Context: an optimization exercise on an open-source flow, tuned for small area. The choices shown serve that exercise and are no tape-out recipe.
Only simulation tests tie the RTL to the original design; equivalence was not proved.
Power figures rest on the tool's default switching activity, not on a simulated workload.

--- flow/run.sh ---
#!/bin/bash
# synth_recipe.tcl (not shown) runs the flow's synth.tcl, then flattens the netlist and writes it again
# the make line also repeats each setting of config.mk as NAME=value (left out here)
make -C /OpenROAD-flow-scripts/flow DESIGN_CONFIG=/design/flow/config.mk WORK_HOME=/design/flow/orfs CLKGATE_MAP_FILE= SYNTH_SCRIPT=/design/flow/synth_recipe.tcl finish
--- flow/config.mk ---
export PLATFORM = sky130hd
export DESIGN_NAME = stack_core
export DESIGN_NICKNAME = stack_core
export VERILOG_FILES = /design/flow/design.v
export SDC_FILE = /design/flow/constraint.sdc
export NUM_CORES = 4
export LEC_CHECK = 0
export CAP_MARGIN = 20
export CORE_MARGIN = 2
export CORE_UTILIZATION = 40
export SLEW_MARGIN = 20
--- flow/constraint.sdc ---
create_clock -name core_clock -period 50.0 [get_ports {clk}]
set_input_delay 10.0000 -clock core_clock [delete_from_list [all_inputs] [get_ports {clk}]]
set_output_delay 10.0000 -clock core_clock [all_outputs]
set_load 0.01 [all_outputs]
--- flow/design.v ---
module stack_core (
    input  wire        clk,
    input  wire        rst,           
    output wire        mem_req,
    output wire        mem_we,
    output wire [15:0] mem_addr,
    output wire [15:0] mem_wdata,
    input  wire [15:0] mem_rdata,
    input  wire        mem_ready,
    output wire        out_valid,
    output wire [15:0] out_data,
    output wire        halted,
    output wire        faulted,
    output wire [2:0]  fault_kind,
    output wire [16:0] fault_pc,
    output reg  [16:0] pc,
    output reg  [16:0] sp,
    output reg  [15:0] fp,
    output reg  [31:0] reads,
    output reg  [31:0] writes
);
    reg [3:0]  ir;       
    reg [4:0]  ph;       
    reg [15:0] T;
    reg [16:0] F;
    reg        qs;
    wire [8:0] iph = {ir, ph};
    wire       ph0 = (ph == 5'd0);
    wire [2:0] fa, fb, fmode, fd;
    wire [1:0] fmem, fadr;
    wire       frc, fk2, fdz, fsx, fqsld, fqsx, foutv, firld;
    wire [4:0] nt, nf;
    wire cmz, cf16, endT1;
    assign fa[0] = (ph[4] & ~ir[0]) | (ph[1] & ~ph[2] & ~ir[0] & ir[1] & ir[2]) | (ph[0] & ~ph[1] & ph[2] & ~ir[0] & ~ir[3]) | (~ph[0] & ~ph[2] & ~ph[3] & ir[1] & ir[2]) | (~ph[0] & ~ph[1] & ir[0] & ir[1] & ~ir[3]) | (ph[0] & ph[1] & ph[2] & ir[0] & ir[1]) | (~ph[0] & ~ph[1] & ~ph[2] & ~ph[3] & ~ph[4]) | (~ph[0] & ~ph[2] & ir[2] & ir[3]) | (ph[0] & ph[2] & ~ir[2]) | (~ph[0] & ph[1] & ~ir[1] & ~ir[2] & ~ir[3]);
    assign fa[1] = (~ph[0] & ph[1] & ~ph[4] & ~ir[1] & ir[2] & ~ir[3]) | (ph[4] & ir[0]) | (~ph[0] & ph[1] & ir[1] & ~ir[2]) | (ph[0] & ph[1] & ~ir[0] & ir[1] & ir[3]) | (ph[1] & ph[2] & ir[1]) | (~ph[0] & ph[2] & ~ph[4] & ~ir[1]) | (ph[0] & ph[2] & ~ph[4] & ~ir[0]) | (ph[3] & ir[0] & ~ir[1]) | (~ph[0] & ph[2] & ~ph[3] & ir[0]) | (ph[2] & ~ir[0] & ir[1] & ~ir[3]) | (~ph[0] & ph[1] & ir[0] & ~ir[2]);
    assign fa[2] = (ph[4]) | (ph[0] & ph[1] & ir[1] & ~ir[2]);
    assign fb[0] = (ph[0] & ~ph[2] & ~ph[3] & ir[0]) | (ph[4] & ir[0]) | (~ph[0] & ph[2] & ~ir[0] & ir[1] & ir[3]) | (ph[0] & ~ph[1] & ir[0] & ir[1]) | (ph[0] & ~ph[1] & ~ph[2] & ~ph[4]) | (ph[0] & ~ph[2] & ~ir[2]) | (~ph[1] & ph[2] & ph[3] & ir[1]);
    assign fb[1] = (ph[0] & ph[1] & ~ir[0] & ir[3]) | (~ph[0] & ~ph[1] & ph[3] & ir[1]) | (ph[0] & ph[1] & ph[2] & ~ph[4] & ir[0]) | (ph[0] & ph[2] & ~ir[0] & ~ir[2]) | (ph[1] & ~ph[2] & ph[3] & ir[1]);
    assign fb[2] = (ph[4] & ~ir[0]);
    assign fmode[0] = (ph[4] & ir[0]) | (ph[0] & ph[2] & ir[3]) | (~ph[0] & ~ph[2] & ~ph[3] & ~ph[4]) | (~ph[0] & ~ph[4] & ~ir[1]) | (~ph[0] & ph[1] & ph[2] & ir[1]) | (~ph[0] & ir[0] & ir[3]) | (~ph[0] & ~ph[1] & ph[3] & ir[0]) | (~ph[2] & ph[3] & ir[0] & ~ir[1]) | (ph[1] & ph[2] & ~ph[3] & ~ph[4] & ~ir[1]) | (~ph[0] & ph[2] & ~ir[0] & ir[1] & ~ir[3]);
    assign fmode[1] = (~ph[0] & ph[2] & ~ph[4] & ~ir[1] & ir[2]) | (~ph[0] & ph[2] & ~ir[0] & ir[1] & ~ir[3]) | (ph[0] & ph[2] & ir[2] & ir[3]) | (ph[0] & ~ph[1] & ~ph[2] & ir[0] & ~ir[2]) | (~ph[0] & ~ph[1] & ph[3] & ir[0] & ir[1]) | (ph[1] & ph[2] & ~ph[3] & ~ph[4] & ~ir[1]);
    assign fmode[2] = (ph[4] & ir[0]) | (ph[0] & ph[1] & ~ph[3] & ir[0] & ~ir[1] & ~ir[3]);
    assign fd[0] = (~ph[0] & ~ph[1] & ~ph[2] & ~ph[3] & ~ph[4]) | (~ph[1] & ~ph[2] & ir[2] & ir[3]) | (ph[0] & ph[1] & ~ph[2] & ~ph[3] & ~ph[4] & ir[0] & ~ir[1] & ~ir[3]) | (~ph[0] & ~ph[2] & ~ph[3] & ir[1] & ir[2]) | (~ph[1] & ph[2] & ph[3] & ir[1]) | (ph[0] & ~ph[1] & ~ph[2] & ir[1] & ir[2]) | (~ph[1] & ~ph[2] & ~ph[4] & ~ir[0] & ~ir[1]) | (ph[0] & ph[2] & ~ph[3] & ~ir[2]) | (~ph[0] & ~ph[2] & ir[2] & ir[3]) | (ph[0] & ph[1] & ph[2] & ~ph[3] & ir[1]) | (~ph[0] & ph[3] & ~ir[0] & ir[1]) | (ph[0] & ph[1] & ~ir[2] & ir[3]) | (ph[0] & ph[1] & ~ir[0] & ir[1] & ir[3]) | (~ph[0] & ~ph[2] & ~ir[0] & ~ir[1] & ~ir[2]) | (ph[0] & ~ph[1] & ph[2] & ir[0] & ir[1] & ~ir[3]);
    assign fd[1] = (~ph[0] & ph[1] & ~ir[1] & ir[2] & ~ir[3]) | (ph[4]) | (~ph[0] & ~ph[2] & ph[3] & ~ir[1]) | (~ph[0] & ph[1] & ir[1] & ~ir[2]) | (ph[0] & ph[2] & ~ir[0] & ir[1] & ir[3]) | (~ph[0] & ph[1] & ph[3]) | (~ph[0] & ~ph[1] & ph[2] & ~ph[3] & ~ir[1]) | (~ph[0] & ph[2] & ~ph[3] & ir[2] & ~ir[3]) | (~ph[0] & ph[1] & ir[0] & ~ir[2]) | (~ph[0] & ph[2] & ir[0] & ir[3]) | (ph[1] & ~ph[2] & ph[3] & ~ir[1]) | (ph[0] & ph[1] & ph[2] & ~ph[3] & ~ir[0]) | (~ph[1] & ph[2] & ~ph[3] & ir[0] & ir[1] & ir[2] & ~ir[3]);
    assign fd[2] = (ph[4]) | (ph[0] & ~ph[2] & ir[2] & ir[3]) | (~ph[0] & ~ph[1] & ph[2] & ~ir[0] & ir[1] & ir[3]) | (ph[0] & ~ph[1] & ~ir[0] & ir[1] & ~ir[3]) | (ph[0] & ~ph[2] & ~ph[3] & ir[1]) | (~ph[0] & ~ph[1] & ph[2] & ph[3] & ir[1]) | (ph[0] & ~ph[2] & ~ir[0] & ~ir[3]) | (ph[0] & ph[1] & ~ph[3] & ir[0] & ir[2]) | (ph[0] & ~ph[3] & ~ir[2] & ~ir[3]) | (ph[0] & ph[2] & ~ph[3] & ir[0] & ~ir[1] & ~ir[3]);
    assign fmem[0] = (ph[4]) | (~ph[1] & ~ph[2] & ~ph[3]) | (~ph[0] & ~ph[1] & ~ir[0] & ir[1] & ir[3]) | (ph[0] & ~ph[1] & ir[0] & ir[1] & ~ir[3]) | (ph[0] & ~ph[2] & ~ph[3] & ~ir[3]) | (ph[0] & ph[1] & ir[0] & ir[3]) | (ph[0] & ph[1] & ~ph[2] & ~ir[1] & ~ir[3]);
    assign fmem[1] = (ph[0] & ~ph[1] & ph[3] & ~ph[4] & ~ir[1]) | (ph[1] & ph[2] & ir[3]) | (ph[0] & ph[2] & ~ph[3] & ~ph[4] & ~ir[0] & ir[2] & ~ir[3]) | (ph[2] & ~ph[3] & ir[1] & ~ir[2]) | (ph[0] & ph[2] & ~ir[1] & ir[2] & ir[3]) | (~ph[0] & ph[1] & ph[2] & ~ir[2]) | (ph[0] & ph[2] & ir[0] & ir[2] & ir[3]) | (ph[0] & ph[1] & ~ph[2] & ph[3] & ir[1]);
    assign fadr[0] = (ph[0] & ~ir[1] & ir[2] & ~ir[3]) | (ph[4]) | (ph[0] & ~ph[1] & ir[0] & ~ir[2]) | (ph[0] & ir[1] & ~ir[2]) | (~ph[1] & ph[3]) | (ph[2] & ir[1] & ~ir[3]) | (ph[2] & ~ir[1] & ir[3]) | (ph[1] & ir[1] & ir[3]) | (ph[1] & ~ph[2] & ~ir[2] & ~ir[3]) | (ph[1] & ~ph[3] & ir[0] & ir[1]);
    assign fadr[1] = (ph[1] & ~ir[1] & ir[2] & ir[3]) | (ph[1] & ph[3] & ir[1]) | (~ph[1] & ph[2] & ir[1] & ir[3]) | (~ph[0] & ph[1] & ~ir[2]);
    assign frc = (~ph[1] & ~ph[2] & ~ph[3] & ~ph[4]) | (~ph[0] & ~ph[1] & ~ir[0] & ir[1] & ir[3]) | (ph[0] & ~ph[1] & ir[0] & ir[1] & ~ir[3]) | (ph[0] & ~ph[2] & ~ph[3] & ~ph[4] & ir[0]) | (ph[0] & ph[1] & ~ph[2] & ~ph[4] & ~ir[1] & ~ir[3]) | (ph[0] & ~ph[2] & ~ir[2]);
    assign fk2 = (ph[1] & ir[1] & ir[2]) | (ph[2] & ir[3]) | (ph[1] & ir[2] & ir[3]) | (ph[3] & ir[1]) | (ph[2] & ~ph[4] & ~ir[0]) | (ph[1] & ~ir[1] & ~ir[2] & ~ir[3]);
    assign fdz = (~ph[0] & ph[2] & ph[3] & ~ph[4] & ~ir[1]);
    assign fsx = (ph[1] & ph[2] & ir[1]) | (ph[4]) | (ph[2] & ~ir[2]) | (ph[1] & ~ir[0] & ir[1] & ir[3]);
    assign fqsld = (ph[0] & ~ph[2] & ~ph[3] & ~ph[4] & ir[0]);
    assign fqsx = (ph[0] & ph[1] & ~ph[2] & ~ph[3] & ~ph[4] & ir[0]);
    assign foutv = (ph[1] & ~ir[0] & ~ir[2] & ir[3]);
    assign firld = 1'b0;
    assign cmz = (~ph[1] & ~ph[2] & ~ph[3] & ~ph[4] & ir[0] & ~ir[1] & ~ir[3]) | (~ph[1] & ~ph[2] & ir[0] & ~ir[1] & ~ir[2]);
    assign cf16 = (~ph[0] & ~ph[1] & ~ph[2] & ir[0] & ir[1]);
    assign nt[0] = 1'b0;
    assign nf[0] = (ph[1] & ph[2] & ph[3]) | (~ph[0] & ph[4]) | (~ph[0] & ~ph[2] & ir[0]) | (~ph[0] & ~ph[1] & ~ph[3] & ir[2]) | (~ph[0] & ph[1] & ir[2] & ~ir[3]) | (~ph[0] & ~ir[1] & ir[3]) | (~ph[0] & ~ph[2] & ~ph[3] & ~ir[3]) | (~ph[0] & ~ph[1] & ~ir[1] & ~ir[2]) | (~ph[0] & ~ph[2] & ~ph[3] & ir[2]) | (~ph[0] & ir[0] & ir[1] & ir[2]);
    assign nt[1] = (~ir[1]);
    assign nf[1] = (ph[0] & ~ph[1] & ph[4]) | (ph[0] & ~ph[1] & ir[1] & ~ir[3]) | (~ph[0] & ph[1] & ir[2] & ~ir[3]) | (ph[0] & ~ph[1] & ~ph[2] & ~ph[3] & ir[2]) | (~ph[0] & ph[1] & ir[0]) | (ph[0] & ~ph[1] & ~ir[0] & ir[1]) | (~ph[0] & ~ph[2] & ir[2] & ir[3]) | (~ph[0] & ph[1] & ~ph[2] & ~ir[3]) | (ph[0] & ~ph[1] & ~ir[2] & ~ir[3]) | (ph[1] & ph[2] & ph[3] & ir[0]);
    assign nt[2] = (ph[3]);
    assign nf[2] = (ph[0] & ph[1] & ~ph[2] & ph[4]) | (~ph[1] & ph[2] & ph[4]) | (~ph[0] & ph[2] & ir[2] & ~ir[3]) | (ph[0] & ph[1] & ~ph[2] & ~ph[3] & ir[1]) | (~ph[0] & ~ph[1] & ir[3]) | (ph[2] & ph[3]) | (ph[0] & ph[1] & ~ph[2] & ir[0] & ~ir[1] & ir[2]) | (ph[0] & ~ph[1] & ph[2] & ir[1] & ~ir[3]) | (~ph[1] & ph[2] & ~ir[1] & ~ir[2] & ~ir[3]) | (ph[0] & ph[1] & ~ir[0] & ir[3]) | (ph[0] & ph[1] & ~ir[0] & ~ir[2]) | (ph[0] & ph[2] & ~ir[0] & ir[1] & ir[3]) | (~ph[1] & ~ph[2] & ir[0] & ~ir[2] & ir[3]);
    assign nt[3] = (~ir[3]);
    assign nf[3] = (ph[0] & ph[1] & ph[2] & ~ph[3]) | (~ph[0] & ph[3] & ~ir[1]) | (~ph[1] & ph[2] & ph[3]) | (~ph[2] & ph[3] & ph[4]) | (~ph[0] & ph[3] & ir[0]) | (ph[1] & ph[3] & ~ph[4] & ~ir[1]) | (ph[0] & ~ph[1] & ph[3] & ir[1]);
    assign nt[4] = 1'b0;
    assign nf[4] = (ph[0] & ~ph[1] & ph[2] & ir[0] & ~ir[1] & ~ir[3]) | (~ph[3] & ph[4]) | (~ph[2] & ph[4]) | (~ph[0] & ph[4]) | (~ph[1] & ph[4]) | (ph[0] & ph[1] & ~ph[4] & ~ir[0] & ~ir[1] & ir[2] & ~ir[3]);
    assign endT1 = (~ph[0] & ph[1] & ph[2] & ph[3] & ~ph[4]);
    wire mzero = (mem_rdata == 16'd0);
    wire ms    = mem_rdata[15];
    wire memop = (fmem != 2'd0);
    wire rd    = (fmem == 2'd1);
    wire chkPC = rd & (fadr == 2'd0);
    wire chkSP = rd & (fadr == 2'd1);
    wire chkF  = memop & (fadr == 2'd2);
    wire chkZ  = (fd == 3'd2) & (fmode == 3'd3);
    wire fault = (chkPC & pc[16]) | (chkSP & sp[16]) | (chkF & F[16]) | (chkZ & (sp == 17'd0)) | fdz;
    wire [2:0] fkind = chkSP ? 3'd3 : chkZ ? 3'd4 : fdz ? 3'd2 : 3'd1;
    wire stall = memop & ~mem_ready & ~fault;
    wire go    = ~stall & ~fault;
    wire [2:0] ea = fault ? 3'd1 : fa;
    wire [2:0] eb = fault ? (fk2 ? 3'd3 : 3'd0) : fb;
    wire [2:0] em = fault ? (ph0 ? 3'd0 : 3'd3) : fmode;
    wire lsb = (ea == 3'd6) & F[15];
    wire [16:0] A = ({17{ea == 3'd1}} & pc) | ({17{ea == 3'd2}} & sp) | ({17{ea == 3'd3}} & {1'b0, fp})
                  | ({17{ea == 3'd4}} & {1'b0, T}) | ({17{ea == 3'd5 || ea == 3'd6}} & {T, lsb});
    wire gate = (eb == 3'd1) | ((eb == 3'd4) & F[15]);
    wire [16:0] B0 = ({17{gate}} & {fsx & mem_rdata[15], mem_rdata})
                   | ({17{eb == 3'd2}} & {fsx & F[15], F[15:0]})
                   | {16'd0, eb == 3'd3};
    reg inv, cin;
    always @(*) begin
        case (em)
            3'd1: begin inv = 1'b0; cin = 1'b1; end
            3'd2: begin inv = 1'b1; cin = 1'b1; end
            3'd3: begin inv = 1'b1; cin = 1'b0; end
            3'd4: begin inv = ms;   cin = ms;   end
            3'd5: begin inv = ~(ms ^ T[15]); cin = ~(ms ^ T[15]); end    
            3'd7: begin inv = qs;   cin = qs;   end
            default: begin inv = 1'b0; cin = 1'b0; end
        endcase
    end
    wire [16:0] B = B0 ^ {17{inv}};
    wire [16:0] Y;
    wire [17:0] cy;
    assign cy[0] = cin;
    genvar gi;
    generate
        for (gi = 0; gi < 17; gi = gi + 1) begin : add
            assign Y[gi]      = A[gi] ^ B[gi] ^ cy[gi];
            assign cy[gi + 1] = (A[gi] & B[gi]) | (cy[gi] & (A[gi] ^ B[gi]));
        end
    endgenerate
    wire pcLd = go & (fd == 3'd1);
    wire spLd = go & (fd == 3'd2);
    wire fpLd = go & (fd == 3'd3);
    wire tLd  = go & (fd == 3'd4 || fd == 3'd6);
    wire fLd  = fault | (go & (fd == 3'd5 || fd == 3'd6));
    wire fSh  = ~fault & (fd == 3'd6);
    wire rdI  = go & frc;
    wire wrI  = go & (fmem == 2'd2);
    assign mem_req   = memop & ~fault;
    assign mem_we    = fmem[1];
    assign mem_addr  = (fadr == 2'd0) ? pc[15:0] : (fadr == 2'd1) ? sp[15:0] : F[15:0];
    assign mem_wdata = T;
    assign out_valid = foutv;
    assign out_data  = T;
    assign fault_pc  = F;
    reg [4:0] nph;
    always @(*) begin
        nph = ((cmz & mzero) | (cf16 & F[16])) ? nt : nf;
        if (ph == 5'd15) nph = 5'd15;    
        if (ph0) begin
            case (mem_rdata)
                16'd2, 16'd3, 16'd4, 16'd5, 16'd6, 16'd7, 16'd8, 16'd9, 16'd10, 16'd12, 16'd13, 16'd14, 16'd15, 16'd16: nph = 5'd1;
                16'd0: nph = 5'd15;
                default: nph = 5'd0;
            endcase
        end
    end
    wire [3:0] irn = mem_rdata[3:0];
    assign fault_kind = ir[2:0];
    assign halted  = (ph == 5'd15) & (ir[2:0] == 3'd0);
    assign faulted = (ph == 5'd15) & (ir[2:0] != 3'd0);
    wire [31:0] rdT, wrT;
    assign rdT[0] = rdI;
    assign wrT[0] = wrI;
    generate
        for (gi = 1; gi < 32; gi = gi + 1) begin : cnt_inc
            assign rdT[gi] = rdT[gi - 1] & reads[gi - 1];
            assign wrT[gi] = wrT[gi - 1] & writes[gi - 1];
        end
    endgenerate
    always @(posedge clk or posedge rst) begin
        if (rst) begin
            ph     <= 5'd0;
            pc     <= 17'd0;
            sp     <= 17'h10000;
            fp     <= 16'd0;
            reads  <= 32'd0;
            writes <= 32'd0;
        end else begin
            if (!fault && !stall) ph <= endT1 ? 5'd15 : nph;
            else if (fault) ph <= 5'd15;
            if (pcLd) pc <= Y;
            if (spLd) sp <= Y;
            if (fpLd) fp <= Y[15:0];
            reads  <= reads ^ rdT;
            writes <= writes ^ wrT;
        end
    end
    always @(posedge clk) begin
        if (fault) ir <= {1'b0, fkind};
        else if (!stall) begin
            if (endT1) ir <= 4'd1;
            else if (ph0) ir <= irn;
        end
    end
    always @(posedge clk) begin
        if (tLd) T <= Y[15:0];
        if (fLd) F <= fSh ? {F[15:0], (fmode == 3'd5) & ~Y[16]} : Y;
        if (fqsld & go) qs <= fqsx ? (qs ^ ms) : ms;
    end
endmodule
==> metrics.md <==
| Metric | Value |
|---|---|
| Sink Count | `157` |
| Count of H-tree levels built during CTS | `4` |
| Die Y-Extent | `158 µm` |
| Wire length after detailed routing | `30,700 µm` |
| Ant. Diodes | `0` |
| Class of the most critical setup path | `input port to register` |
| Initial standard-cell utilization of the core | `0.407` |
| Largest fanout on the critical path | `17` |
| Combinational fraction of design power | `0.040` |
| Area of the mapped netlist | `0.00954 mm²` |
| Cell with the most instances after synthesis | `dfrtp_1` |
| Number of nets produced by synthesis | `1,039` |
| Share of total power in the clock network | `0.475` |
| Setup Buffers After CTS | `0` |
| Max-cap violations | `0` |
| Prevailing post-synth register cell | `dfrtp_1` |
| Final net count | `1,203` |
| Worst Setup Start Kind | `input port` |
| R2r setup slk | `38,230 ps` |
| Setup repair after global routing missed its margin | `false` |
| Top cells by count, synth | `118 x dfrtp_1, 89 x nand2_1, 79 x o21ai_0, 62 x ha_1, 59 x a21oi_1` |
| Placed Cells | `1,404` |
| DP Wirelength | `21,600 µm` |
| Relative slew slack | `0.284` |
| Non-Filler Instances | `1,438` |
| Largest net degree at the start of global routing | `75` |
| CTS buffer count | `17` |
| Average cell area after synthesis | `10.1 µm²` |
| Portion of total power attributed to sequential cells | `0.485` |
| Top Ports | `206` |
| Post-synth top area cell | `dfrtp_1` |
| Count of unique library cells instantiated by Yosys | `85` |
| Number of buffers between clock root and the deepest sink | `2` |
| Antenna-violating nets left | `0` |
| Post-synth EDFFs | `37` |
| Residual DRC count | `0` |
| Hold_buf cts | `0` |
| Synthesis-stage register bit count | `157` |
| Power density over the cells | `22.3 mW/mm²` |
| Post-Route Skew | `12.9 ps` |
| Launch point of the worst reg-to-reg path | `ph[1]` |
| Layout overhead on the synthesized area | `29.6%` |
| Insertion delay of the later-clocked pin in the worst-skew pair | `430 ps` |
| Wire per inst | `21.3 µm` |
| Total global routing track utilization | `0.249` |
| Setup TNS | `0 ps` |
| Fraction of synthesis flops using an asynchronous set or reset pin | `0.758` |
| Endpoint kind of the worst setup timing path | `register` |
| Switching power | `62.9 µW` |
| Switching share of power | `0.228` |
| Max IR drop VDD | `0.0202 mV` |
| Overall power after layout | `276 µW` |
| P_int | `213 µW` |
| Data arrival at the endpoint of the critical path | `19,230 ps` |
| Data required time of the critical path | `50,170 ps` |
| Area post-placement | `0.0117 mm²` |
| Area fraction of the dominant cell type after synthesis | `0.309` |
| Share of post-route cells with drive strength above 1 | `0.0912` |
| Wire length of the first global-routing pass | `47,000 µm` |
| Min Tclk post-route | `19,070 ps` |
| Hold wc startpoint | `reads[31]` |
| Synth Warn # | `1` |
| Drt pass-1 iters | `5` |
| Outcome | `complete, no violations` |
| Via count of the first global-routing pass | `7,961` |
| Clock-pin transition on the worst setup and hold timing paths | `70 ps` |
| Cell area after layout | `0.0124 mm²` |
| Post-cts resize count | `0` |
| CP Launch Point | `mem_rdata[15]` |
| Final Hold Vio Count | `0` |
| Initial antenna violation count | `0` |
| CTS Root Cell | `clkbuf_16` |
| Setup violations, final | `0` |
| Final core occ | `0.527` |
| # port buffers | `205` |
| Filler Cell Count | `2,147` |
| Via-per-instance ratio | `5.72` |
| Ranking of synthesized cells by area | `dfrtp_1 31%, edfxtp_1 12%, ha_1 8.1%` |
| Die width | `158 µm` |
| Placer Congestion | `0.893` |
| Aggregate global routing overflow | `0` |
| Number of standard cells after synthesis | `942` |
| Core Footprint | `0.0235 mm²` |
| Max Clock Freq | `52.5 MHz` |
| Row Count | `56` |
| CTS tree | `yes` |
| Total Die Area | `0.0251 mm²` |
| Max-slew violation total from the final report | `0` |
| Total via count after detailed routing | `8,220` |
| Share of the yosys chip area belonging to registers | `0.431` |
| Leakage power figure | `5.39 nW` |
| Worst min path class | `register to register` |
| Final worst path period share | `0.381` |
| Slew at the pin with the worst max-slew slack | `1070 ps` |
| Number of violations reported at the end of detailed-routing iteration 0 | `764` |
## power by group through the flow
stage                     Sequential, mW  Combinational [mW]  Clock [mW]
after global placement             0.136              0.0106           0
after floorplan                    0.137             0.00295           0
final                              0.134              0.0111       0.131
after global routing               0.134              0.0124       0.138
after CTS                          0.134              0.0110       0.133
after detailed placement           0.136              0.0110           0
## stage by stage
stage	hold WS (ps)	setup slack, ps
after floorplan	502	31950
after global placement	456	30810
after detailed placement	458	30620
after CTS	470	30990
after global routing	477	30540
final	467	30930
## critical path, stage by stage
cell and delay, ps:
clkdlybuf4s50_1 620, nor4b_1 410, o31ai_1 150, mux2i_4 670, xor2_1 200, fa_1 450, fa_1 390, fa_1 390
fa_1 390, fa_1 400, fa_1 400, fa_1 390, fa_1 390, fa_1 390, fa_1 400, fa_1 410
fa_1 410, fa_1 410, fa_1 420, fa_1 390, inv_1 80, fa_1 190, xnor3_1 400, xor2_1 180
mux2_2 280
## final timing paths
check | cells after the start | endpoint
setup / recovery | 25 | F[16]
hold / removal | 1 | reads[31]
setup reg to reg | 28 | F[16]
hold reg to reg | 1 | reads[31]
max in group asynchronous | 4 | ph[1]
min in group asynchronous | 2 | writes[31]
## flip-flops by register name, indices dropped and copies added, names as in the netlist
register	count
F	17
ph	5
reads	32
writes	32
pc	17
qs	1
ir	4
sp	17
T	16
fp	16
## layout by cell type (no fill, tap or decap), types with 16 or more instances in the layout
master / synthesis / layout
mux2_2: 21 / 21
inv_1: 27 / 26
buf_4: 29 / 23
xor2_1: 21 / 21
clkbuf_16: 0 / 17
nor3_1: 25 / 23
ha_1: 62 / 62
fa_1: 16 / 16
nor2_1: 58 / 58
clkdlybuf4s50_1: 0 / 205
dfrtp_1: 118 / 117
mux2i_1: 18 / 18
o21ai_0: 79 / 79
a22oi_1: 18 / 18
a21oi_1: 59 / 59
edfxtp_1: 37 / 37
nand2b_1: 17 / 17
nand2_1: 89 / 89
## metal layers
layer / track usage / vias to the layer above / share of wire
li1: - / 3786 / -
met1: 0.352 / 4001 / 0.45
met2: 0.384 / 393 / 0.45
met3: 0.0550 / 40 / 0.081
met4: 0.0704 / 0 / 0.020
met5: 0 / - / 0
## cell families after synthesis
family                   after synthesis  share of synthesized area
AO/OA/AOI/OAI                        263                      0.182
XOR/XNOR                              24                     0.0235
adder cells (fa/ha/maj)               78                      0.115
buffers and inverters                113                     0.0611
flip-flops                           157                      0.431
multiplexers                          40                     0.0460
AND/OR/NAND/NOR                      267                      0.142
## layout make-up
| type | count | area (µm²) | area share |
|---|---|---|---|
| multi-input cells | 672 | 4900 | 0.396 |
| clock buffers | 18 | 429 | 0.0347 |
| well taps | 319 | 399 | 0.0323 |
| inverters | 28 | 108 | 0.00870 |
| repair buffers | 230 | 2260 | 0.183 |
| clock inverters | 14 | 156 | 0.0126 |
| flip-flops and latches | 157 | 4110 | 0.332 |

## port drivers added, routing unchanged
The results above use ideal ports. As a check the final layout listed here was re-extracted and re-timed, cells and wires unchanged. Step 1, drivers: a clkbuf_16 drives clk and a buf_2 each remaining input, both assumed. Step 2, shift: input delay + t, output delay - t, t = (earliest + latest rising clock arrival at the registers) / 2. This alone moves slack from input paths to output paths. a / b / c = ideal ports / drivers / drivers and shift; a / b = the first two.
shift t [ns]: 0.466
setup WS [ns]: 30.935 / 30.948 / 30.483
worst setup path after step 2: input to register
clock arrival spread, ns: 0.013 / 0.013
pins driven straight from the clock port: 1
After both steps setup and hold are still met in this run. For this run, drivers alone change the setup slack by +0.013 ns; drivers and shift together by -0.452 ns.
